Context: an optimization exercise on an open-source flow, tuned for small area, a short achievable clock period and few clock cycles per item. The choices shown serve that exercise and are no tape-out recipe. No functional check of the RTL was part of any run shown here. No activity file was given, so power comes from the tool's default toggle rates.

==> design.v <==
module des_sbox #(
  parameter integer BOX = 1
) (
  input  wire [5:0] x,
  output reg  [3:0] y
);
  wire [5:0] idx = {x[5], x[0], x[4:1]};    
  always @(*) begin
    case (BOX)
      1: begin
        case (idx)
          6'd0: y = 4'd14;
          6'd1: y = 4'd4;
          6'd2: y = 4'd13;
          6'd3: y = 4'd1;
          6'd4: y = 4'd2;
          6'd5: y = 4'd15;
          6'd6: y = 4'd11;
          6'd7: y = 4'd8;
          6'd8: y = 4'd3;
          6'd9: y = 4'd10;
          6'd10: y = 4'd6;
          6'd11: y = 4'd12;
          6'd12: y = 4'd5;
          6'd13: y = 4'd9;
          6'd14: y = 4'd0;
          6'd15: y = 4'd7;
          6'd16: y = 4'd0;
          6'd17: y = 4'd15;
          6'd18: y = 4'd7;
          6'd19: y = 4'd4;
          6'd20: y = 4'd14;
          6'd21: y = 4'd2;
          6'd22: y = 4'd13;
          6'd23: y = 4'd1;
          6'd24: y = 4'd10;
          6'd25: y = 4'd6;
          6'd26: y = 4'd12;
          6'd27: y = 4'd11;
          6'd28: y = 4'd9;
          6'd29: y = 4'd5;
          6'd30: y = 4'd3;
          6'd31: y = 4'd8;
          6'd32: y = 4'd4;
          6'd33: y = 4'd1;
          6'd34: y = 4'd14;
          6'd35: y = 4'd8;
          6'd36: y = 4'd13;
          6'd37: y = 4'd6;
          6'd38: y = 4'd2;
          6'd39: y = 4'd11;
          6'd40: y = 4'd15;
          6'd41: y = 4'd12;
          6'd42: y = 4'd9;
          6'd43: y = 4'd7;
          6'd44: y = 4'd3;
          6'd45: y = 4'd10;
          6'd46: y = 4'd5;
          6'd47: y = 4'd0;
          6'd48: y = 4'd15;
          6'd49: y = 4'd12;
          6'd50: y = 4'd8;
          6'd51: y = 4'd2;
          6'd52: y = 4'd4;
          6'd53: y = 4'd9;
          6'd54: y = 4'd1;
          6'd55: y = 4'd7;
          6'd56: y = 4'd5;
          6'd57: y = 4'd11;
          6'd58: y = 4'd3;
          6'd59: y = 4'd14;
          6'd60: y = 4'd10;
          6'd61: y = 4'd0;
          6'd62: y = 4'd6;
          6'd63: y = 4'd13;
          default: y = 4'd0;
        endcase
      end
      2: begin
        case (idx)
          6'd0: y = 4'd15;
          6'd1: y = 4'd1;
          6'd2: y = 4'd8;
          6'd3: y = 4'd14;
          6'd4: y = 4'd6;
          6'd5: y = 4'd11;
          6'd6: y = 4'd3;
          6'd7: y = 4'd4;
          6'd8: y = 4'd9;
          6'd9: y = 4'd7;
          6'd10: y = 4'd2;
          6'd11: y = 4'd13;
          6'd12: y = 4'd12;
          6'd13: y = 4'd0;
          6'd14: y = 4'd5;
          6'd15: y = 4'd10;
          6'd16: y = 4'd3;
          6'd17: y = 4'd13;
          6'd18: y = 4'd4;
          6'd19: y = 4'd7;
          6'd20: y = 4'd15;
          6'd21: y = 4'd2;
          6'd22: y = 4'd8;
          6'd23: y = 4'd14;
          6'd24: y = 4'd12;
          6'd25: y = 4'd0;
          6'd26: y = 4'd1;
          6'd27: y = 4'd10;
          6'd28: y = 4'd6;
          6'd29: y = 4'd9;
          6'd30: y = 4'd11;
          6'd31: y = 4'd5;
          6'd32: y = 4'd0;
          6'd33: y = 4'd14;
          6'd34: y = 4'd7;
          6'd35: y = 4'd11;
          6'd36: y = 4'd10;
          6'd37: y = 4'd4;
          6'd38: y = 4'd13;
          6'd39: y = 4'd1;
          6'd40: y = 4'd5;
          6'd41: y = 4'd8;
          6'd42: y = 4'd12;
          6'd43: y = 4'd6;
          6'd44: y = 4'd9;
          6'd45: y = 4'd3;
          6'd46: y = 4'd2;
          6'd47: y = 4'd15;
          6'd48: y = 4'd13;
          6'd49: y = 4'd8;
          6'd50: y = 4'd10;
          6'd51: y = 4'd1;
          6'd52: y = 4'd3;
          6'd53: y = 4'd15;
          6'd54: y = 4'd4;
          6'd55: y = 4'd2;
          6'd56: y = 4'd11;
          6'd57: y = 4'd6;
          6'd58: y = 4'd7;
          6'd59: y = 4'd12;
          6'd60: y = 4'd0;
          6'd61: y = 4'd5;
          6'd62: y = 4'd14;
          6'd63: y = 4'd9;
          default: y = 4'd0;
        endcase
      end
      3: begin
        case (idx)
          6'd0: y = 4'd10;
          6'd1: y = 4'd0;
          6'd2: y = 4'd9;
          6'd3: y = 4'd14;
          6'd4: y = 4'd6;
          6'd5: y = 4'd3;
          6'd6: y = 4'd15;
          6'd7: y = 4'd5;
          6'd8: y = 4'd1;
          6'd9: y = 4'd13;
          6'd10: y = 4'd12;
          6'd11: y = 4'd7;
          6'd12: y = 4'd11;
          6'd13: y = 4'd4;
          6'd14: y = 4'd2;
          6'd15: y = 4'd8;
          6'd16: y = 4'd13;
          6'd17: y = 4'd7;
          6'd18: y = 4'd0;
          6'd19: y = 4'd9;
          6'd20: y = 4'd3;
          6'd21: y = 4'd4;
          6'd22: y = 4'd6;
          6'd23: y = 4'd10;
          6'd24: y = 4'd2;
          6'd25: y = 4'd8;
          6'd26: y = 4'd5;
          6'd27: y = 4'd14;
          6'd28: y = 4'd12;
          6'd29: y = 4'd11;
          6'd30: y = 4'd15;
          6'd31: y = 4'd1;
          6'd32: y = 4'd13;
          6'd33: y = 4'd6;
          6'd34: y = 4'd4;
          6'd35: y = 4'd9;
          6'd36: y = 4'd8;
          6'd37: y = 4'd15;
          6'd38: y = 4'd3;
          6'd39: y = 4'd0;
          6'd40: y = 4'd11;
          6'd41: y = 4'd1;
          6'd42: y = 4'd2;
          6'd43: y = 4'd12;
          6'd44: y = 4'd5;
          6'd45: y = 4'd10;
          6'd46: y = 4'd14;
          6'd47: y = 4'd7;
          6'd48: y = 4'd1;
          6'd49: y = 4'd10;
          6'd50: y = 4'd13;
          6'd51: y = 4'd0;
          6'd52: y = 4'd6;
          6'd53: y = 4'd9;
          6'd54: y = 4'd8;
          6'd55: y = 4'd7;
          6'd56: y = 4'd4;
          6'd57: y = 4'd15;
          6'd58: y = 4'd14;
          6'd59: y = 4'd3;
          6'd60: y = 4'd11;
          6'd61: y = 4'd5;
          6'd62: y = 4'd2;
          6'd63: y = 4'd12;
          default: y = 4'd0;
        endcase
      end
      4: begin
        case (idx)
          6'd0: y = 4'd7;
          6'd1: y = 4'd13;
          6'd2: y = 4'd14;
          6'd3: y = 4'd3;
          6'd4: y = 4'd0;
          6'd5: y = 4'd6;
          6'd6: y = 4'd9;
          6'd7: y = 4'd10;
          6'd8: y = 4'd1;
          6'd9: y = 4'd2;
          6'd10: y = 4'd8;
          6'd11: y = 4'd5;
          6'd12: y = 4'd11;
          6'd13: y = 4'd12;
          6'd14: y = 4'd4;
          6'd15: y = 4'd15;
          6'd16: y = 4'd13;
          6'd17: y = 4'd8;
          6'd18: y = 4'd11;
          6'd19: y = 4'd5;
          6'd20: y = 4'd6;
          6'd21: y = 4'd15;
          6'd22: y = 4'd0;
          6'd23: y = 4'd3;
          6'd24: y = 4'd4;
          6'd25: y = 4'd7;
          6'd26: y = 4'd2;
          6'd27: y = 4'd12;
          6'd28: y = 4'd1;
          6'd29: y = 4'd10;
          6'd30: y = 4'd14;
          6'd31: y = 4'd9;
          6'd32: y = 4'd10;
          6'd33: y = 4'd6;
          6'd34: y = 4'd9;
          6'd35: y = 4'd0;
          6'd36: y = 4'd12;
          6'd37: y = 4'd11;
          6'd38: y = 4'd7;
          6'd39: y = 4'd13;
          6'd40: y = 4'd15;
          6'd41: y = 4'd1;
          6'd42: y = 4'd3;
          6'd43: y = 4'd14;
          6'd44: y = 4'd5;
          6'd45: y = 4'd2;
          6'd46: y = 4'd8;
          6'd47: y = 4'd4;
          6'd48: y = 4'd3;
          6'd49: y = 4'd15;
          6'd50: y = 4'd0;
          6'd51: y = 4'd6;
          6'd52: y = 4'd10;
          6'd53: y = 4'd1;
          6'd54: y = 4'd13;
          6'd55: y = 4'd8;
          6'd56: y = 4'd9;
          6'd57: y = 4'd4;
          6'd58: y = 4'd5;
          6'd59: y = 4'd11;
          6'd60: y = 4'd12;
          6'd61: y = 4'd7;
          6'd62: y = 4'd2;
          6'd63: y = 4'd14;
          default: y = 4'd0;
        endcase
      end
      5: begin
        case (idx)
          6'd0: y = 4'd2;
          6'd1: y = 4'd12;
          6'd2: y = 4'd4;
          6'd3: y = 4'd1;
          6'd4: y = 4'd7;
          6'd5: y = 4'd10;
          6'd6: y = 4'd11;
          6'd7: y = 4'd6;
          6'd8: y = 4'd8;
          6'd9: y = 4'd5;
          6'd10: y = 4'd3;
          6'd11: y = 4'd15;
          6'd12: y = 4'd13;
          6'd13: y = 4'd0;
          6'd14: y = 4'd14;
          6'd15: y = 4'd9;
          6'd16: y = 4'd14;
          6'd17: y = 4'd11;
          6'd18: y = 4'd2;
          6'd19: y = 4'd12;
          6'd20: y = 4'd4;
          6'd21: y = 4'd7;
          6'd22: y = 4'd13;
          6'd23: y = 4'd1;
          6'd24: y = 4'd5;
          6'd25: y = 4'd0;
          6'd26: y = 4'd15;
          6'd27: y = 4'd10;
          6'd28: y = 4'd3;
          6'd29: y = 4'd9;
          6'd30: y = 4'd8;
          6'd31: y = 4'd6;
          6'd32: y = 4'd4;
          6'd33: y = 4'd2;
          6'd34: y = 4'd1;
          6'd35: y = 4'd11;
          6'd36: y = 4'd10;
          6'd37: y = 4'd13;
          6'd38: y = 4'd7;
          6'd39: y = 4'd8;
          6'd40: y = 4'd15;
          6'd41: y = 4'd9;
          6'd42: y = 4'd12;
          6'd43: y = 4'd5;
          6'd44: y = 4'd6;
          6'd45: y = 4'd3;
          6'd46: y = 4'd0;
          6'd47: y = 4'd14;
          6'd48: y = 4'd11;
          6'd49: y = 4'd8;
          6'd50: y = 4'd12;
          6'd51: y = 4'd7;
          6'd52: y = 4'd1;
          6'd53: y = 4'd14;
          6'd54: y = 4'd2;
          6'd55: y = 4'd13;
          6'd56: y = 4'd6;
          6'd57: y = 4'd15;
          6'd58: y = 4'd0;
          6'd59: y = 4'd9;
          6'd60: y = 4'd10;
          6'd61: y = 4'd4;
          6'd62: y = 4'd5;
          6'd63: y = 4'd3;
          default: y = 4'd0;
        endcase
      end
      6: begin
        case (idx)
          6'd0: y = 4'd12;
          6'd1: y = 4'd1;
          6'd2: y = 4'd10;
          6'd3: y = 4'd15;
          6'd4: y = 4'd9;
          6'd5: y = 4'd2;
          6'd6: y = 4'd6;
          6'd7: y = 4'd8;
          6'd8: y = 4'd0;
          6'd9: y = 4'd13;
          6'd10: y = 4'd3;
          6'd11: y = 4'd4;
          6'd12: y = 4'd14;
          6'd13: y = 4'd7;
          6'd14: y = 4'd5;
          6'd15: y = 4'd11;
          6'd16: y = 4'd10;
          6'd17: y = 4'd15;
          6'd18: y = 4'd4;
          6'd19: y = 4'd2;
          6'd20: y = 4'd7;
          6'd21: y = 4'd12;
          6'd22: y = 4'd9;
          6'd23: y = 4'd5;
          6'd24: y = 4'd6;
          6'd25: y = 4'd1;
          6'd26: y = 4'd13;
          6'd27: y = 4'd14;
          6'd28: y = 4'd0;
          6'd29: y = 4'd11;
          6'd30: y = 4'd3;
          6'd31: y = 4'd8;
          6'd32: y = 4'd9;
          6'd33: y = 4'd14;
          6'd34: y = 4'd15;
          6'd35: y = 4'd5;
          6'd36: y = 4'd2;
          6'd37: y = 4'd8;
          6'd38: y = 4'd12;
          6'd39: y = 4'd3;
          6'd40: y = 4'd7;
          6'd41: y = 4'd0;
          6'd42: y = 4'd4;
          6'd43: y = 4'd10;
          6'd44: y = 4'd1;
          6'd45: y = 4'd13;
          6'd46: y = 4'd11;
          6'd47: y = 4'd6;
          6'd48: y = 4'd4;
          6'd49: y = 4'd3;
          6'd50: y = 4'd2;
          6'd51: y = 4'd12;
          6'd52: y = 4'd9;
          6'd53: y = 4'd5;
          6'd54: y = 4'd15;
          6'd55: y = 4'd10;
          6'd56: y = 4'd11;
          6'd57: y = 4'd14;
          6'd58: y = 4'd1;
          6'd59: y = 4'd7;
          6'd60: y = 4'd6;
          6'd61: y = 4'd0;
          6'd62: y = 4'd8;
          6'd63: y = 4'd13;
          default: y = 4'd0;
        endcase
      end
      7: begin
        case (idx)
          6'd0: y = 4'd4;
          6'd1: y = 4'd11;
          6'd2: y = 4'd2;
          6'd3: y = 4'd14;
          6'd4: y = 4'd15;
          6'd5: y = 4'd0;
          6'd6: y = 4'd8;
          6'd7: y = 4'd13;
          6'd8: y = 4'd3;
          6'd9: y = 4'd12;
          6'd10: y = 4'd9;
          6'd11: y = 4'd7;
          6'd12: y = 4'd5;
          6'd13: y = 4'd10;
          6'd14: y = 4'd6;
          6'd15: y = 4'd1;
          6'd16: y = 4'd13;
          6'd17: y = 4'd0;
          6'd18: y = 4'd11;
          6'd19: y = 4'd7;
          6'd20: y = 4'd4;
          6'd21: y = 4'd9;
          6'd22: y = 4'd1;
          6'd23: y = 4'd10;
          6'd24: y = 4'd14;
          6'd25: y = 4'd3;
          6'd26: y = 4'd5;
          6'd27: y = 4'd12;
          6'd28: y = 4'd2;
          6'd29: y = 4'd15;
          6'd30: y = 4'd8;
          6'd31: y = 4'd6;
          6'd32: y = 4'd1;
          6'd33: y = 4'd4;
          6'd34: y = 4'd11;
          6'd35: y = 4'd13;
          6'd36: y = 4'd12;
          6'd37: y = 4'd3;
          6'd38: y = 4'd7;
          6'd39: y = 4'd14;
          6'd40: y = 4'd10;
          6'd41: y = 4'd15;
          6'd42: y = 4'd6;
          6'd43: y = 4'd8;
          6'd44: y = 4'd0;
          6'd45: y = 4'd5;
          6'd46: y = 4'd9;
          6'd47: y = 4'd2;
          6'd48: y = 4'd6;
          6'd49: y = 4'd11;
          6'd50: y = 4'd13;
          6'd51: y = 4'd8;
          6'd52: y = 4'd1;
          6'd53: y = 4'd4;
          6'd54: y = 4'd10;
          6'd55: y = 4'd7;
          6'd56: y = 4'd9;
          6'd57: y = 4'd5;
          6'd58: y = 4'd0;
          6'd59: y = 4'd15;
          6'd60: y = 4'd14;
          6'd61: y = 4'd2;
          6'd62: y = 4'd3;
          6'd63: y = 4'd12;
          default: y = 4'd0;
        endcase
      end
      8: begin
        case (idx)
          6'd0: y = 4'd13;
          6'd1: y = 4'd2;
          6'd2: y = 4'd8;
          6'd3: y = 4'd4;
          6'd4: y = 4'd6;
          6'd5: y = 4'd15;
          6'd6: y = 4'd11;
          6'd7: y = 4'd1;
          6'd8: y = 4'd10;
          6'd9: y = 4'd9;
          6'd10: y = 4'd3;
          6'd11: y = 4'd14;
          6'd12: y = 4'd5;
          6'd13: y = 4'd0;
          6'd14: y = 4'd12;
          6'd15: y = 4'd7;
          6'd16: y = 4'd1;
          6'd17: y = 4'd15;
          6'd18: y = 4'd13;
          6'd19: y = 4'd8;
          6'd20: y = 4'd10;
          6'd21: y = 4'd3;
          6'd22: y = 4'd7;
          6'd23: y = 4'd4;
          6'd24: y = 4'd12;
          6'd25: y = 4'd5;
          6'd26: y = 4'd6;
          6'd27: y = 4'd11;
          6'd28: y = 4'd0;
          6'd29: y = 4'd14;
          6'd30: y = 4'd9;
          6'd31: y = 4'd2;
          6'd32: y = 4'd7;
          6'd33: y = 4'd11;
          6'd34: y = 4'd4;
          6'd35: y = 4'd1;
          6'd36: y = 4'd9;
          6'd37: y = 4'd12;
          6'd38: y = 4'd14;
          6'd39: y = 4'd2;
          6'd40: y = 4'd0;
          6'd41: y = 4'd6;
          6'd42: y = 4'd10;
          6'd43: y = 4'd13;
          6'd44: y = 4'd15;
          6'd45: y = 4'd3;
          6'd46: y = 4'd5;
          6'd47: y = 4'd8;
          6'd48: y = 4'd2;
          6'd49: y = 4'd1;
          6'd50: y = 4'd14;
          6'd51: y = 4'd7;
          6'd52: y = 4'd4;
          6'd53: y = 4'd10;
          6'd54: y = 4'd8;
          6'd55: y = 4'd13;
          6'd56: y = 4'd15;
          6'd57: y = 4'd12;
          6'd58: y = 4'd9;
          6'd59: y = 4'd0;
          6'd60: y = 4'd3;
          6'd61: y = 4'd5;
          6'd62: y = 4'd6;
          6'd63: y = 4'd11;
          default: y = 4'd0;
        endcase
      end
      default: y = 4'd0;
    endcase
  end
endmodule
module des_core (
  input  wire        clk,
  input  wire        rst,
  input  wire        start,
  input  wire [1:0]  op,
  input  wire [63:0] key,
  input  wire [63:0] din,
  output reg         busy,
  output reg         done,
  output reg         err,
  output wire [63:0] dout
);
  function [63:0] ip;
    input [63:0] x;
    begin
      ip[63] = x[6];
      ip[62] = x[14];
      ip[61] = x[22];
      ip[60] = x[30];
      ip[59] = x[38];
      ip[58] = x[46];
      ip[57] = x[54];
      ip[56] = x[62];
      ip[55] = x[4];
      ip[54] = x[12];
      ip[53] = x[20];
      ip[52] = x[28];
      ip[51] = x[36];
      ip[50] = x[44];
      ip[49] = x[52];
      ip[48] = x[60];
      ip[47] = x[2];
      ip[46] = x[10];
      ip[45] = x[18];
      ip[44] = x[26];
      ip[43] = x[34];
      ip[42] = x[42];
      ip[41] = x[50];
      ip[40] = x[58];
      ip[39] = x[0];
      ip[38] = x[8];
      ip[37] = x[16];
      ip[36] = x[24];
      ip[35] = x[32];
      ip[34] = x[40];
      ip[33] = x[48];
      ip[32] = x[56];
      ip[31] = x[7];
      ip[30] = x[15];
      ip[29] = x[23];
      ip[28] = x[31];
      ip[27] = x[39];
      ip[26] = x[47];
      ip[25] = x[55];
      ip[24] = x[63];
      ip[23] = x[5];
      ip[22] = x[13];
      ip[21] = x[21];
      ip[20] = x[29];
      ip[19] = x[37];
      ip[18] = x[45];
      ip[17] = x[53];
      ip[16] = x[61];
      ip[15] = x[3];
      ip[14] = x[11];
      ip[13] = x[19];
      ip[12] = x[27];
      ip[11] = x[35];
      ip[10] = x[43];
      ip[9] = x[51];
      ip[8] = x[59];
      ip[7] = x[1];
      ip[6] = x[9];
      ip[5] = x[17];
      ip[4] = x[25];
      ip[3] = x[33];
      ip[2] = x[41];
      ip[1] = x[49];
      ip[0] = x[57];
    end
  endfunction
  function [63:0] fp;
    input [63:0] x;
    begin
      fp[63] = x[24];
      fp[62] = x[56];
      fp[61] = x[16];
      fp[60] = x[48];
      fp[59] = x[8];
      fp[58] = x[40];
      fp[57] = x[0];
      fp[56] = x[32];
      fp[55] = x[25];
      fp[54] = x[57];
      fp[53] = x[17];
      fp[52] = x[49];
      fp[51] = x[9];
      fp[50] = x[41];
      fp[49] = x[1];
      fp[48] = x[33];
      fp[47] = x[26];
      fp[46] = x[58];
      fp[45] = x[18];
      fp[44] = x[50];
      fp[43] = x[10];
      fp[42] = x[42];
      fp[41] = x[2];
      fp[40] = x[34];
      fp[39] = x[27];
      fp[38] = x[59];
      fp[37] = x[19];
      fp[36] = x[51];
      fp[35] = x[11];
      fp[34] = x[43];
      fp[33] = x[3];
      fp[32] = x[35];
      fp[31] = x[28];
      fp[30] = x[60];
      fp[29] = x[20];
      fp[28] = x[52];
      fp[27] = x[12];
      fp[26] = x[44];
      fp[25] = x[4];
      fp[24] = x[36];
      fp[23] = x[29];
      fp[22] = x[61];
      fp[21] = x[21];
      fp[20] = x[53];
      fp[19] = x[13];
      fp[18] = x[45];
      fp[17] = x[5];
      fp[16] = x[37];
      fp[15] = x[30];
      fp[14] = x[62];
      fp[13] = x[22];
      fp[12] = x[54];
      fp[11] = x[14];
      fp[10] = x[46];
      fp[9] = x[6];
      fp[8] = x[38];
      fp[7] = x[31];
      fp[6] = x[63];
      fp[5] = x[23];
      fp[4] = x[55];
      fp[3] = x[15];
      fp[2] = x[47];
      fp[1] = x[7];
      fp[0] = x[39];
    end
  endfunction
  function [47:0] expand;
    input [31:0] x;
    begin
      expand[47] = x[0];
      expand[46] = x[31];
      expand[45] = x[30];
      expand[44] = x[29];
      expand[43] = x[28];
      expand[42] = x[27];
      expand[41] = x[28];
      expand[40] = x[27];
      expand[39] = x[26];
      expand[38] = x[25];
      expand[37] = x[24];
      expand[36] = x[23];
      expand[35] = x[24];
      expand[34] = x[23];
      expand[33] = x[22];
      expand[32] = x[21];
      expand[31] = x[20];
      expand[30] = x[19];
      expand[29] = x[20];
      expand[28] = x[19];
      expand[27] = x[18];
      expand[26] = x[17];
      expand[25] = x[16];
      expand[24] = x[15];
      expand[23] = x[16];
      expand[22] = x[15];
      expand[21] = x[14];
      expand[20] = x[13];
      expand[19] = x[12];
      expand[18] = x[11];
      expand[17] = x[12];
      expand[16] = x[11];
      expand[15] = x[10];
      expand[14] = x[9];
      expand[13] = x[8];
      expand[12] = x[7];
      expand[11] = x[8];
      expand[10] = x[7];
      expand[9] = x[6];
      expand[8] = x[5];
      expand[7] = x[4];
      expand[6] = x[3];
      expand[5] = x[4];
      expand[4] = x[3];
      expand[3] = x[2];
      expand[2] = x[1];
      expand[1] = x[0];
      expand[0] = x[31];
    end
  endfunction
  function [31:0] pperm;
    input [31:0] x;
    begin
      pperm[31] = x[16];
      pperm[30] = x[25];
      pperm[29] = x[12];
      pperm[28] = x[11];
      pperm[27] = x[3];
      pperm[26] = x[20];
      pperm[25] = x[4];
      pperm[24] = x[15];
      pperm[23] = x[31];
      pperm[22] = x[17];
      pperm[21] = x[9];
      pperm[20] = x[6];
      pperm[19] = x[27];
      pperm[18] = x[14];
      pperm[17] = x[1];
      pperm[16] = x[22];
      pperm[15] = x[30];
      pperm[14] = x[24];
      pperm[13] = x[8];
      pperm[12] = x[18];
      pperm[11] = x[0];
      pperm[10] = x[5];
      pperm[9] = x[29];
      pperm[8] = x[23];
      pperm[7] = x[13];
      pperm[6] = x[19];
      pperm[5] = x[2];
      pperm[4] = x[26];
      pperm[3] = x[10];
      pperm[2] = x[21];
      pperm[1] = x[28];
      pperm[0] = x[7];
    end
  endfunction
  function [55:0] pc1;
    input [63:0] x;
    begin
      pc1[55] = x[7];
      pc1[54] = x[15];
      pc1[53] = x[23];
      pc1[52] = x[31];
      pc1[51] = x[39];
      pc1[50] = x[47];
      pc1[49] = x[55];
      pc1[48] = x[63];
      pc1[47] = x[6];
      pc1[46] = x[14];
      pc1[45] = x[22];
      pc1[44] = x[30];
      pc1[43] = x[38];
      pc1[42] = x[46];
      pc1[41] = x[54];
      pc1[40] = x[62];
      pc1[39] = x[5];
      pc1[38] = x[13];
      pc1[37] = x[21];
      pc1[36] = x[29];
      pc1[35] = x[37];
      pc1[34] = x[45];
      pc1[33] = x[53];
      pc1[32] = x[61];
      pc1[31] = x[4];
      pc1[30] = x[12];
      pc1[29] = x[20];
      pc1[28] = x[28];
      pc1[27] = x[1];
      pc1[26] = x[9];
      pc1[25] = x[17];
      pc1[24] = x[25];
      pc1[23] = x[33];
      pc1[22] = x[41];
      pc1[21] = x[49];
      pc1[20] = x[57];
      pc1[19] = x[2];
      pc1[18] = x[10];
      pc1[17] = x[18];
      pc1[16] = x[26];
      pc1[15] = x[34];
      pc1[14] = x[42];
      pc1[13] = x[50];
      pc1[12] = x[58];
      pc1[11] = x[3];
      pc1[10] = x[11];
      pc1[9] = x[19];
      pc1[8] = x[27];
      pc1[7] = x[35];
      pc1[6] = x[43];
      pc1[5] = x[51];
      pc1[4] = x[59];
      pc1[3] = x[36];
      pc1[2] = x[44];
      pc1[1] = x[52];
      pc1[0] = x[60];
    end
  endfunction
  function [47:0] pc2;
    input [55:0] x;
    begin
      pc2[47] = x[42];
      pc2[46] = x[39];
      pc2[45] = x[45];
      pc2[44] = x[32];
      pc2[43] = x[55];
      pc2[42] = x[51];
      pc2[41] = x[53];
      pc2[40] = x[28];
      pc2[39] = x[41];
      pc2[38] = x[50];
      pc2[37] = x[35];
      pc2[36] = x[46];
      pc2[35] = x[33];
      pc2[34] = x[37];
      pc2[33] = x[44];
      pc2[32] = x[52];
      pc2[31] = x[30];
      pc2[30] = x[48];
      pc2[29] = x[40];
      pc2[28] = x[49];
      pc2[27] = x[29];
      pc2[26] = x[36];
      pc2[25] = x[43];
      pc2[24] = x[54];
      pc2[23] = x[15];
      pc2[22] = x[4];
      pc2[21] = x[25];
      pc2[20] = x[19];
      pc2[19] = x[9];
      pc2[18] = x[1];
      pc2[17] = x[26];
      pc2[16] = x[16];
      pc2[15] = x[5];
      pc2[14] = x[11];
      pc2[13] = x[23];
      pc2[12] = x[8];
      pc2[11] = x[12];
      pc2[10] = x[7];
      pc2[9] = x[17];
      pc2[8] = x[0];
      pc2[7] = x[22];
      pc2[6] = x[3];
      pc2[5] = x[10];
      pc2[4] = x[14];
      pc2[3] = x[6];
      pc2[2] = x[20];
      pc2[1] = x[27];
      pc2[0] = x[24];
    end
  endfunction
  function [27:0] rotl28;
    input [27:0] v;
    input [4:0]  n;
    begin
      rotl28 = (v << n) | (v >> (28 - n));
    end
  endfunction
  function [55:0] rotl56;
    input [55:0] v;
    input [4:0]  n;
    begin
      rotl56 = {rotl28(v[55:28], n), rotl28(v[27:0], n)};
    end
  endfunction
  reg  [31:0] l_half, r_half;
  reg  [55:0] cd;
  reg  [3:0]  cnt;
  reg         dec;
  reg         key_valid;
  wire accept  = start && !busy;
  wire is_ks   = (op == 2'd0);
  wire is_blk  = (op == 2'd1) || (op == 2'd2);
  wire last    = (cnt == 4'd15);
  wire [63:0]  ip_din  = ip(din);
  wire [55:0]  pc1_key = pc1(key);
  reg [55:0] cd_k0;
  always @(*) begin
    cd_k0 = cd;
  end
  wire [47:0] rk0 = pc2(cd_k0);
  reg [55:0] cd_step;
  always @(*) begin
    case ({dec, cnt})
      {1'b0, 4'd0}: cd_step = rotl56(cd, 5'd1);
      {1'b0, 4'd1}: cd_step = rotl56(cd, 5'd2);
      {1'b0, 4'd2}: cd_step = rotl56(cd, 5'd2);
      {1'b0, 4'd3}: cd_step = rotl56(cd, 5'd2);
      {1'b0, 4'd4}: cd_step = rotl56(cd, 5'd2);
      {1'b0, 4'd5}: cd_step = rotl56(cd, 5'd2);
      {1'b0, 4'd6}: cd_step = rotl56(cd, 5'd2);
      {1'b0, 4'd7}: cd_step = rotl56(cd, 5'd1);
      {1'b0, 4'd8}: cd_step = rotl56(cd, 5'd2);
      {1'b0, 4'd9}: cd_step = rotl56(cd, 5'd2);
      {1'b0, 4'd10}: cd_step = rotl56(cd, 5'd2);
      {1'b0, 4'd11}: cd_step = rotl56(cd, 5'd2);
      {1'b0, 4'd12}: cd_step = rotl56(cd, 5'd2);
      {1'b0, 4'd13}: cd_step = rotl56(cd, 5'd2);
      {1'b0, 4'd14}: cd_step = rotl56(cd, 5'd1);
      {1'b0, 4'd15}: cd_step = rotl56(cd, 5'd1);
      {1'b1, 4'd0}: cd_step = rotl56(cd, 5'd27);
      {1'b1, 4'd1}: cd_step = rotl56(cd, 5'd26);
      {1'b1, 4'd2}: cd_step = rotl56(cd, 5'd26);
      {1'b1, 4'd3}: cd_step = rotl56(cd, 5'd26);
      {1'b1, 4'd4}: cd_step = rotl56(cd, 5'd26);
      {1'b1, 4'd5}: cd_step = rotl56(cd, 5'd26);
      {1'b1, 4'd6}: cd_step = rotl56(cd, 5'd26);
      {1'b1, 4'd7}: cd_step = rotl56(cd, 5'd27);
      {1'b1, 4'd8}: cd_step = rotl56(cd, 5'd26);
      {1'b1, 4'd9}: cd_step = rotl56(cd, 5'd26);
      {1'b1, 4'd10}: cd_step = rotl56(cd, 5'd26);
      {1'b1, 4'd11}: cd_step = rotl56(cd, 5'd26);
      {1'b1, 4'd12}: cd_step = rotl56(cd, 5'd26);
      {1'b1, 4'd13}: cd_step = rotl56(cd, 5'd26);
      {1'b1, 4'd14}: cd_step = rotl56(cd, 5'd27);
      {1'b1, 4'd15}: cd_step = rotl56(cd, 5'd0);
      default: cd_step = cd;
    endcase
  end
  wire [31:0] l0 = l_half, r0 = r_half;
  wire [31:0] so0;
  wire [47:0] si0 = expand(r0) ^ rk0;
  genvar g0;
  generate
    for (g0 = 0; g0 < 8; g0 = g0 + 1) begin : g_sbox0
      des_sbox #(.BOX(g0 + 1)) u_sbox (.x(si0[47 - 6*g0 -: 6]), .y(so0[31 - 4*g0 -: 4]));
    end
  endgenerate
  wire [31:0] l1 = r0;
  wire [31:0] r1 = l0 ^ pperm(so0);
  assign dout = fp({r_half, l_half});
  always @(posedge clk) begin
    if (busy) begin
      l_half <= l1;
      r_half <= r1;
    end else begin
      l_half <= ip_din[63:32];
      r_half <= ip_din[31:0];
    end
    cnt <= busy ? cnt + 1'b1 : {4{1'b0}};
    if (busy)
      cd <= cd_step;
    else if (accept && is_ks)
      cd <= rotl56(pc1_key, 5'd1);
    else if (accept && op == 2'd2 && key_valid)
      cd <= rotl56(cd, 5'd27);
    if (rst) begin
      busy      <= 1'b0;
      done      <= 1'b0;
      err       <= 1'b0;
      key_valid <= 1'b0;
    end else begin
      done <= 1'b0;
      err  <= 1'b0;
      if (busy) begin
        if (last) begin
          busy <= 1'b0;
          done <= 1'b1;
        end
      end else if (accept) begin
        if (is_ks) begin
          key_valid <= 1'b1;
          done      <= 1'b1;
        end else if (is_blk && key_valid) begin
          busy <= 1'b1;
          dec  <= op[1];
        end else begin
          done <= 1'b1;
          err  <= 1'b1;
        end
      end
    end
  end
endmodule
==> run.sh <==
#!/bin/bash
# synth_recipe.tcl (not shown) runs the flow's synth.tcl, then flattens the netlist and writes it again
# the make line also repeats each setting of config.mk as NAME=value (left out here)
make -C /OpenROAD-flow-scripts/flow DESIGN_CONFIG=/design/flow/config.mk WORK_HOME=/design/flow/orfs CLKGATE_MAP_FILE= SYNTH_SCRIPT=/design/flow/synth_recipe.tcl finish
==> config.mk <==
export PLATFORM = sky130hd
export DESIGN_NAME = des_core
export DESIGN_NICKNAME = des_core
export VERILOG_FILES = /design/flow/design.v
export SDC_FILE = /design/flow/constraint.sdc
export NUM_CORES = 4
export LEC_CHECK = 0
export CAP_MARGIN = 20
export CORE_MARGIN = 2
export CORE_UTILIZATION = 40
export SLEW_MARGIN = 20
==> constraint.sdc <==
create_clock -name core_clock -period 10.0 [get_ports {clk}]
set_input_delay 2.0000 -clock core_clock [delete_from_list [all_inputs] [get_ports {clk}]]
set_output_delay 2.0000 -clock core_clock [all_outputs]
set_load 0.01 [all_outputs]
==> metrics.md, run 1 <==
| Metric | Value |
|---|---|
| Setup Skew | approximately 0.015 ns |
| Layout area overhead | 22.59% |
| CTS max path bufs | 2 |
| CTS sink cnt | 129 |
| Critical path arrival | around 5 ns |
| Routed wire per std cell | ~21 µm |
| Post-CTS setup buffers | 0 |
| GRT Total Usage | a little under a quarter |
| Post-synth top area cell | edfxtp_1 |
| Share of the synthesized area in the top cell type | 14.52% |
| Clock latency (worst-skew pair) | 0.45 ns |
| Peak supply drop | ~120 µV |
| Max_cap viols | 0 |
| Global-route wire length before repair | 58010 µm |
| CTS tree | built |
| Pins Over Slew Limit | 0 |
| Post-DP HPWL | 25880 µm |
| Core area | about 29000 µm² |
| Initial Utilization | approximately two fifths |
| Antenna violations before repair | 0 |
| Ant. Diodes | 0 |
| Slowest CP cell | a31oi_4 |
| CTS H-tree depth | 4 |
| CTS buffer count | 17 |
| Fin area | about 14000 µm² |
| Clk slew on worst S/H paths | approximately 0.07 ns |
| Final Cycle Share | 49.38% |
| DRT iter0 DRCs | about 1500 |
| Number of synthesized register bits | between 100 and 150 |
| Commonest non-fill, non-tap cell in the layout | clkdlybuf4s50_1 |
| CP Capture Type | flip-flop |
| Crit path top cell by count | buf_4 |
| Minimum hold slack | about 0.5 ns |
| Filler cell count | ~2700 |
| Cell count after synthesis | 1287 |
| Storage cell area | 3157 µm² |
| Syn_area_per_cell | about 9.2 µm² |
| Routed vias/inst | around 6.2 |
| Dominant cells by area after synthesis | edfxtp_1 15%, dfxtp_1 12%, ha_1 7.1%, a221o_1 4.9%, a222oi_1 4.8% |
| Drt pass-1 iters | 10 |
| DIE HEIGHT | approximately 180 µm |
| Hold Vio Cnt, Final | 0 |
| Worst-Margin Slew | around 1.2 ns |
| Synth unique cells | between 60 and 70 |
| Synth Net Count | approximately 1500 |
| Post-CTS sizing | 0 |
| CP Class | input pin to flip-flop |
| Die X | ~180 µm |
| Final core utilization | 50.07% |
| PwrDens | 143.0 nW/µm² |
| Finished Layout Cells | around 1800 |
| DRT antenna net count | 0 |
| Largest net degree at the start of global routing | 64 |
| Setup TNS | 0 ns |
| Warnings, synthesis | 9 |
| PortBufs | about 190 |
| GPL Wtd Cong | between 0.9 and 1 |
| Combined area of the multi-input logic cells | approximately 8000 µm² |
| Number of global-route vias before repair | just over 10000 |
| Ports | 200 |
| Prevailing post-synth register cell | dfxtp_1 |
| Number of synthesized flops with an enable pin | 57 |
| Status | no timing/DRC/antenna violations |
| Slew headroom | between 20 and 25% |
| Fin nets | roughly 1600 |
| Setup violators final | 0 |
| Crit-path max FO | 59 |
| # hold bufs at CTS | 0 |
| Ratio of cells with drive above 1 in the final layout | between 10% and 20% |
| Worst path max stage delay | 0.72 ns |
| Overall die area | around 30000 µm² |
| # rows | 62 |
| Overflow after GRT | 0 |
| RSZ-0062 raised after global routing | false |
| Required time of the critical path | 10.07 ns |
| Leakage power | 5.249 nW |
| Placed inst area | between 10000 and 15000 µm² |
| Sequential element share of the synthesized area | a little over a quarter |
| Critical path startpoint category | input pin |
| Commonest non-fill, non-tap cells in the layout | 191 x clkdlybuf4s50_1, 106 x a21oi_1, 82 x nand3_1 |
| Crit-path cells | clkdlybuf4s50_1 > inv_1 > ha_1 > and3_2 > buf_4 > a311oi_1 > a31oi_4 > buf_4 |
| Ys async rst share | 0% |
| Syn Std Cell Area | 11790 µm² |
| Fin crit period | ~4.9 ns |
| Fmax | just over 200 MHz |
| Worst hold path class | flip-flop to flip-flop |
| Routed wire length | approximately 37000 µm |
| DRC errors left | 0 |
| Root Buffer Master | clkbuf_16 |
| Placed cell count | between 1500 and 2000 |
| Via count | approximately 11000 |
-- cell type report --
cell class              instances  share of cell area (%)
repair buffers                213                   14.38
clock inverters                13                   1.022
flip-flops and latches        129                   21.85
multi-input cells             991                   55.25
inverters                      39                   1.031
well taps                     384                   3.326
clock buffers                  19                   3.144
-- Yosys cell counts, types with 5 or more instances --
master and n:
a21oi_1 106, nand3_1 82, nor2_1 80, dfxtp_1 72, ha_1 67, nand2_1 64
xnor2_1 63, a221o_1 58, edfxtp_1 57, a222oi_1 56, clkbuf_1 54, buf_2 48
mux2_2 48, o21ai_0 46, xor2_1 43, inv_1 35, mux2i_1 34, a211oi_1 26
o211ai_1 25, nor3_1 24, mux4_2 20, buf_1 17, xor2_2 16, a31oi_1 12
a2111oi_0 9, buf_4 9, o22ai_1 9, o2111ai_1 8, a311oi_1 7, o31ai_1 7
xnor2_2 7, o221ai_1 6, o21ai_1 5
-- logic make-up after synthesis --
logic type | after synthesis | synth area share [%]
compound gates | 420 | 26.29
xor+xnor | 133 | 11.99
fa+ha+maj | 67 | 7.113
buf+inv | 167 | 6.137
flops | 129 | 26.75
mux | 105 | 11.77
simple gates | 266 | 9.948
-- power by group --
| part | internal, W | switching [W] | leakage [nW] |
|---|---|---|---|
| Clock | 0.000387 | 0.000278 | 0.291 |
| Sequential | 0.000587 | 0.0000584 | 1.13 |
| Combinational | 0.000351 | 0.000405 | 3.82 |
| Total | 0.00132 | 0.000742 | 5.25 |
-- critical path, delay by kind of cell --
| kind | cells | cell delay [ns] |
|---|---|---|
| buf+inv | 4 | 1.74 |
| compound gates | 2 | 0.90 |
| simple gates | 1 | 0.18 |
| fa+ha+maj | 1 | 0.17 |
-- flip-flops by register name (all words and copies together) (netlist names) --
name       flops
cnt            4
dec            1
r_half        32
cd            56
busy           1
key_valid      1
err            1
done           1
l_half        32
-- worst paths after layout --
kind / cells past startpoint / start / slack [ns] / end
min reg2reg: 1 / cnt[0] / 0.50 / cnt[0]
max reg2reg: 9 / cd[35] / 6.65 / r_half[14]
min: 1 / cnt[0] / 0.50 / cnt[0]
max: 8 / op[1] / 5.06 / cd[33]
-- per-stage QoR --
stage	total power (W)	setup slack (ns)
after global routing	0.002176	4.900
final	0.002066	5.062
after CTS	0.002071	5.054
after detailed placement	0.001406	4.593
after global placement	0.001398	4.677
after floorplan	0.001172	3.457
-- metal layers --
layer	share of wire (%)	up-vias	global-route usage, %	routed length [µm]
li1	-	5170	-	-
met1	42	5366	32.21	15640
met2	47	501	37.45	17510
met3	7.6	49	4.156	2818
met4	2.5	0	8.023	915
met5	0	-	0	0
==> run 2: changes to the inputs <==
--- a/design.v
+++ b/design.v
@@ -933,13 +933,13 @@
   endfunction
   reg  [31:0] l_half, r_half;
   reg  [55:0] cd;
-  reg  [3:0]  cnt;
+  reg  [2:0]  cnt;
   reg         dec;
   reg         key_valid;
   wire accept  = start && !busy;
   wire is_ks   = (op == 2'd0);
   wire is_blk  = (op == 2'd1) || (op == 2'd2);
-  wire last    = (cnt == 4'd15);
+  wire last    = (cnt == 3'd7);
   wire [63:0]  ip_din  = ip(din);
   wire [55:0]  pc1_key = pc1(key);
   reg [55:0] cd_k0;
@@ -947,41 +947,48 @@
     cd_k0 = cd;
   end
   wire [47:0] rk0 = pc2(cd_k0);
+  reg [55:0] cd_k1;
+  always @(*) begin
+    case ({dec, cnt})
+      {1'b0, 3'd0}: cd_k1 = rotl56(cd, 5'd1);
+      {1'b0, 3'd1}: cd_k1 = rotl56(cd, 5'd2);
+      {1'b0, 3'd2}: cd_k1 = rotl56(cd, 5'd2);
+      {1'b0, 3'd3}: cd_k1 = rotl56(cd, 5'd2);
+      {1'b0, 3'd4}: cd_k1 = rotl56(cd, 5'd2);
+      {1'b0, 3'd5}: cd_k1 = rotl56(cd, 5'd2);
+      {1'b0, 3'd6}: cd_k1 = rotl56(cd, 5'd2);
+      {1'b0, 3'd7}: cd_k1 = rotl56(cd, 5'd1);
+      {1'b1, 3'd0}: cd_k1 = rotl56(cd, 5'd27);
+      {1'b1, 3'd1}: cd_k1 = rotl56(cd, 5'd26);
+      {1'b1, 3'd2}: cd_k1 = rotl56(cd, 5'd26);
+      {1'b1, 3'd3}: cd_k1 = rotl56(cd, 5'd26);
+      {1'b1, 3'd4}: cd_k1 = rotl56(cd, 5'd26);
+      {1'b1, 3'd5}: cd_k1 = rotl56(cd, 5'd26);
+      {1'b1, 3'd6}: cd_k1 = rotl56(cd, 5'd26);
+      {1'b1, 3'd7}: cd_k1 = rotl56(cd, 5'd27);
+      default: cd_k1 = cd;
+    endcase
+  end
+  wire [47:0] rk1 = pc2(cd_k1);
   reg [55:0] cd_step;
   always @(*) begin
     case ({dec, cnt})
-      {1'b0, 4'd0}: cd_step = rotl56(cd, 5'd1);
-      {1'b0, 4'd1}: cd_step = rotl56(cd, 5'd2);
-      {1'b0, 4'd2}: cd_step = rotl56(cd, 5'd2);
-      {1'b0, 4'd3}: cd_step = rotl56(cd, 5'd2);
-      {1'b0, 4'd4}: cd_step = rotl56(cd, 5'd2);
-      {1'b0, 4'd5}: cd_step = rotl56(cd, 5'd2);
-      {1'b0, 4'd6}: cd_step = rotl56(cd, 5'd2);
-      {1'b0, 4'd7}: cd_step = rotl56(cd, 5'd1);
-      {1'b0, 4'd8}: cd_step = rotl56(cd, 5'd2);
-      {1'b0, 4'd9}: cd_step = rotl56(cd, 5'd2);
-      {1'b0, 4'd10}: cd_step = rotl56(cd, 5'd2);
-      {1'b0, 4'd11}: cd_step = rotl56(cd, 5'd2);
-      {1'b0, 4'd12}: cd_step = rotl56(cd, 5'd2);
-      {1'b0, 4'd13}: cd_step = rotl56(cd, 5'd2);
-      {1'b0, 4'd14}: cd_step = rotl56(cd, 5'd1);
-      {1'b0, 4'd15}: cd_step = rotl56(cd, 5'd1);
-      {1'b1, 4'd0}: cd_step = rotl56(cd, 5'd27);
-      {1'b1, 4'd1}: cd_step = rotl56(cd, 5'd26);
-      {1'b1, 4'd2}: cd_step = rotl56(cd, 5'd26);
-      {1'b1, 4'd3}: cd_step = rotl56(cd, 5'd26);
-      {1'b1, 4'd4}: cd_step = rotl56(cd, 5'd26);
-      {1'b1, 4'd5}: cd_step = rotl56(cd, 5'd26);
-      {1'b1, 4'd6}: cd_step = rotl56(cd, 5'd26);
-      {1'b1, 4'd7}: cd_step = rotl56(cd, 5'd27);
-      {1'b1, 4'd8}: cd_step = rotl56(cd, 5'd26);
-      {1'b1, 4'd9}: cd_step = rotl56(cd, 5'd26);
-      {1'b1, 4'd10}: cd_step = rotl56(cd, 5'd26);
-      {1'b1, 4'd11}: cd_step = rotl56(cd, 5'd26);
-      {1'b1, 4'd12}: cd_step = rotl56(cd, 5'd26);
-      {1'b1, 4'd13}: cd_step = rotl56(cd, 5'd26);
-      {1'b1, 4'd14}: cd_step = rotl56(cd, 5'd27);
-      {1'b1, 4'd15}: cd_step = rotl56(cd, 5'd0);
+      {1'b0, 3'd0}: cd_step = rotl56(cd, 5'd3);
+      {1'b0, 3'd1}: cd_step = rotl56(cd, 5'd4);
+      {1'b0, 3'd2}: cd_step = rotl56(cd, 5'd4);
+      {1'b0, 3'd3}: cd_step = rotl56(cd, 5'd3);
+      {1'b0, 3'd4}: cd_step = rotl56(cd, 5'd4);
+      {1'b0, 3'd5}: cd_step = rotl56(cd, 5'd4);
+      {1'b0, 3'd6}: cd_step = rotl56(cd, 5'd4);
+      {1'b0, 3'd7}: cd_step = rotl56(cd, 5'd2);
+      {1'b1, 3'd0}: cd_step = rotl56(cd, 5'd25);
+      {1'b1, 3'd1}: cd_step = rotl56(cd, 5'd24);
+      {1'b1, 3'd2}: cd_step = rotl56(cd, 5'd24);
+      {1'b1, 3'd3}: cd_step = rotl56(cd, 5'd25);
+      {1'b1, 3'd4}: cd_step = rotl56(cd, 5'd24);
+      {1'b1, 3'd5}: cd_step = rotl56(cd, 5'd24);
+      {1'b1, 3'd6}: cd_step = rotl56(cd, 5'd24);
+      {1'b1, 3'd7}: cd_step = rotl56(cd, 5'd27);
       default: cd_step = cd;
     endcase
   end
@@ -996,16 +1003,26 @@
   endgenerate
   wire [31:0] l1 = r0;
   wire [31:0] r1 = l0 ^ pperm(so0);
+  wire [31:0] so1;
+  wire [47:0] si1 = expand(r1) ^ rk1;
+  genvar g1;
+  generate
+    for (g1 = 0; g1 < 8; g1 = g1 + 1) begin : g_sbox1
+      des_sbox #(.BOX(g1 + 1)) u_sbox (.x(si1[47 - 6*g1 -: 6]), .y(so1[31 - 4*g1 -: 4]));
+    end
+  endgenerate
+  wire [31:0] l2 = r1;
+  wire [31:0] r2 = l1 ^ pperm(so1);
   assign dout = fp({r_half, l_half});
   always @(posedge clk) begin
     if (busy) begin
-      l_half <= l1;
-      r_half <= r1;
+      l_half <= l2;
+      r_half <= r2;
     end else begin
       l_half <= ip_din[63:32];
       r_half <= ip_din[31:0];
     end
-    cnt <= busy ? cnt + 1'b1 : {4{1'b0}};
+    cnt <= busy ? cnt + 1'b1 : {3{1'b0}};
     if (busy)
       cd <= cd_step;
     else if (accept && is_ks)
==> metrics.md, run 2 <==
| Metric | Value |
|---|---|
| Status | no timing/DRC/antenna violations |
| Max_cap viols | 0 (unchanged) |
| Post-DP HPWL | 62690 µm (+140%) |
| Slowest CP cell | xor2_1 |
| Ys async rst share | 0% (unchanged) |
| Slew headroom | 25.15% (+2.4 points) |
| PortBufs | 191 (unchanged) |
| Leakage power | 9.304 nW (+77%) |
| Fin nets | 3070 (+93%) |
| Cell count after synthesis | 2816 (+120%) |
| Initial Utilization | 40.52% (-0.32 points) |
| Overall die area | 56400 µm² (+83%) |
| DRT antenna net count | 0 (unchanged) |
| # hold bufs at CTS | 0 (unchanged) |
| Final Cycle Share | 62.35% (+13 points) |
| Count leader, synth | nand2_1 |
| Die X | 237.5 µm (+35%) |
| Fin area | 24690 µm² (+71%) |
| Syn Std Cell Area | 21810 µm² (+85%) |
| Placed inst area | 23990 µm² (+73%) |
| Warnings, synthesis | 9 (unchanged) |
| Post-synth top area cell | edfxtp_1 |
| Sequential element share of the synthesized area | 14.37% (-12 points) |
| Hold Vio Cnt, Final | 0 (unchanged) |
| Ratio of cells with drive above 1 in the final layout | 8.648% (-3.5 points) |
| # rows | 85 (+37%) |
| Root Buffer Master | clkbuf_16 |
| CP Capture Type | flip-flop |
| Routed vias/inst | 6.770 (+9.2%) |
| Required time of the critical path | 10.43 ns (+0.36 ns) |
| Max reg flops | 56 (unchanged) |
| Worst Path Buf+Inv | 4 (unchanged) |
| CTS sink cnt | 128 (-0.78%) |
| Number of global-route vias before repair | 21890 (+110%) |
| Largest net degree at the start of global routing | 59 (-7.8%) |
| Ant. Diodes | 0 (unchanged) |
| Commonest non-fill, non-tap cell in the layout | nand2_1 |
| Top delay family on crit path | compound AO/OA/AOI/OAI gates |
| Synth unique cells | 112 (+75%) |
| Clock latency (worst-skew pair) | 0.52 ns (+0.07 ns) |
| Dominant cells by area after synthesis | edfxtp_1 7.8%, mux2i_1 7.2%, ha_1 6.7%, dfxtp_1 6.5%, nand2_1 4.9% |
| CTS max path bufs | 2 (unchanged) |
| Fmax | 160.4 MHz (-21%) |
| Synth cell count leaders | 285 x nand2_1, 170 x clkbuf_1, 169 x o21ai_0 |
| Synth Net Count | 3066 (+110%) |
| Crit-path max FO | 12 (-80%) |
| Critical path startpoint category | flip-flop |
| Layout area overhead | 13.23% |
| Drt pass-1 iters | 7 (-3) |
| Pins Over Slew Limit | 0 (unchanged) |
| CTS H-tree depth | 4 (unchanged) |
| Syn_area_per_cell | 7.744 µm² (-15%) |
| Crit-path cells | buf_4 > xor2_1 > inv_1 > ha_1 > inv_1 > mux4_2 > nor2_1 > o21ai_1 > a21oi_1 > o21ai_1 > nand2_1 > inv_1 > ha_1 > nor2_1 > and3_1 > a2111oi_0 > o21ai_1 > or3_1 > o2111ai_1 |
| Clk slew on worst S/H paths | 0.07 ns (about the same) |
| CTS tree | built |
| Storage cell area | 3137 µm² (-0.63%) |
| Worst path max stage delay | 0.82 ns (+0.10 ns) |
| Number of synthesized register bits | 128 (-0.78%) |
| Antenna violations before repair | 1 (+1) |
| DIE HEIGHT | 237.5 µm (+35%) |
| Routed wire length | 87470 µm (+140%) |
| Setup Skew | 0.01467 ns (+0.00009580 ns) |
| Worst-Margin Slew | 1.115 ns (-0.03584 ns) |
| Worst hold path class | flip-flop to flip-flop |
| Fin crit period | 6.235 ns (+1.297 ns) |
| Peak supply drop | 169.3 µV (+46%) |
| CP Class | flip-flop to flip-flop |
| DRT iter0 DRCs | 2886 (+88%) |
| Routed wire per std cell | 24.78 µm (+20%) |
| Setup violators final | 0 (unchanged) |
| GPL Wtd Cong | 0.9445 (+3.0%) |
| RSZ-0062 raised after global routing | false |
| Commonest non-fill, non-tap cells in the layout | 285 x nand2_1, 191 x clkdlybuf4s50_1, 168 x o21ai_0 |
| Core area | 53810 µm² (+86%) |
| PwrDens | 184.0 nW/µm² (+29%) |
| Overflow after GRT | 0 (unchanged) |
| Critical path arrival | 6.67 ns (+1.66 ns) |
| Combined area of the multi-input logic cells | 17260 µm² (+120%) |
| Share of the synthesized area in the top cell type | 7.849% (-6.7 points) |
| Via count | 23890 (+120%) |
| Number of synthesized flops with an enable pin | 57 (unchanged) |
| Setup TNS | 0 ns (unchanged) |
| CTS buffer count | 17 (unchanged) |
| Global-route wire length before repair | 133200 µm (+130%) |
| DRC errors left | 0 (unchanged) |
| Post-CTS setup buffers | 0 (unchanged) |
| Prevailing post-synth register cell | dfxtp_1 |
| Largest Register | cd |
| Ports | 200 (unchanged) |
| GRT Total Usage | 30.17% (+6.6 points) |
| Post-CTS sizing | 0 (unchanged) |
| Filler cell count | 5287 (+93%) |
| Biggest regs | cd: 56 flops, l_half: 32 flops, r_half: 32 flops |
run 2: power by group:
part	internal, W	switching [W]
sequential	0.000584	0.0000968
clock	0.000473	0.000305
combinational	0.00120	0.00189
total	0.00225	0.00229
run 2: path summary, 6_finish.rpt:
kind          start        end  slack (ns)  cells past startpoint
min          cnt[0]     cnt[0]        0.47                      1
max          cd[43]  r_half[7]        3.77                     19
max reg2reg  cd[43]  r_half[7]        3.77                     19
min reg2reg  cnt[0]     cnt[0]        0.47                      1
run 2: through the flow:
step	hold WS (ns)	cells	power, W	worst slack, ns	utilization, %
6_report	0.4660	3529	0.004542	3.765	45.88
5_1_grt	0.5043	3529	0.004826	3.520	45.88
4_1_cts	0.4674	3529	0.004484	3.909	45.83
3_5_place_dp	0.4530	3497	0.003688	3.946	44.58
3_3_place_gp	0.4305	3497	0.003652	3.953	44.58
2_1_floorplan	0.4178	2816	0.002917	3.220	-
run 2: layout make-up:
class	instances	area share, %
multi-input cells	2322	69.90
flip-flops and latches	128	12.70
inverters	97	1.485
clock buffers	18	1.779
repair buffers	254	9.658
clock inverters	14	0.9526
well taps	696	3.527
run 2: cell families (layout without fill, tap and decap cells):
| family | after synthesis | count (layout) | share of synthesized area, % |
|---|---|---|---|
| simple gates | 846 | 846 | 18.49 |
| mux | 215 | 215 | 11.84 |
| flops | 128 | 128 | 14.37 |
| buf+inv | 366 | 383 | 6.902 |
| xor+xnor | 197 | 197 | 10.00 |
| compound gates | 946 | 946 | 31.64 |
| fa+ha+maj | 118 | 118 | 6.759 |
run 2: per-layer routing:
| metal | global-route usage, % | share of wire, % | wire, µm |
|---|---|---|---|
| met1 | 40.87 | 42 | 36610 |
| met2 | 45.71 | 44 | 38480 |
| met3 | 7.223 | 10 | 9027 |
| met4 | 12.79 | 3.8 | 3350 |
| met5 | 0 | 0 | 0 |
run 2: worst register-to-register path: stages, from the launching register on:
cell,delay (ns)
edfxtp_1,0.36
buf_4,0.20
xor2_1,0.83
inv_1,0.42
ha_1,0.33
inv_1,0.15
mux4_2,0.25
nor2_1,0.04
o21ai_1,0.59
a21oi_1,0.25
o21ai_1,0.63
nand2_1,0.30
inv_1,0.27
ha_1,0.24
nor2_1,0.08
and3_1,0.18
a2111oi_0,0.38
o21ai_1,0.21
or3_1,0.37
o2111ai_1,0.09

what the ideal ports hide:
The results above use ideal ports. As a check the final layouts listed here were re-extracted and re-timed, cells and wires unchanged.
Step 1 assumes that a clkbuf_16 drives the clock port and a buf_2 every other input.
Step 2 times the ports against the registers' clock, not the clock port: input delays grow and output delays shrink by t, the midpoint of the rising clock arrivals with the driver on.
a / b / c = ideal / step 1 / step 2; a / b = the first two.
| run | shift t [ns] | slack for setup (ns) | worst setup path at the end | cell pins on the clock port's net |
|---|---|---|---|---|
| run 1 | 0.485 | 5.062 / 5.075 / 4.590 | input to register | 1 |
| run 2 | 0.569 | 3.765 / 3.765 / 3.765 | register to register | 1 |
After both steps every run listed still meets setup and hold. The setup slack of run 1, which loses most, moves by +0.013 ns with the drivers and by -0.472 ns with both steps.
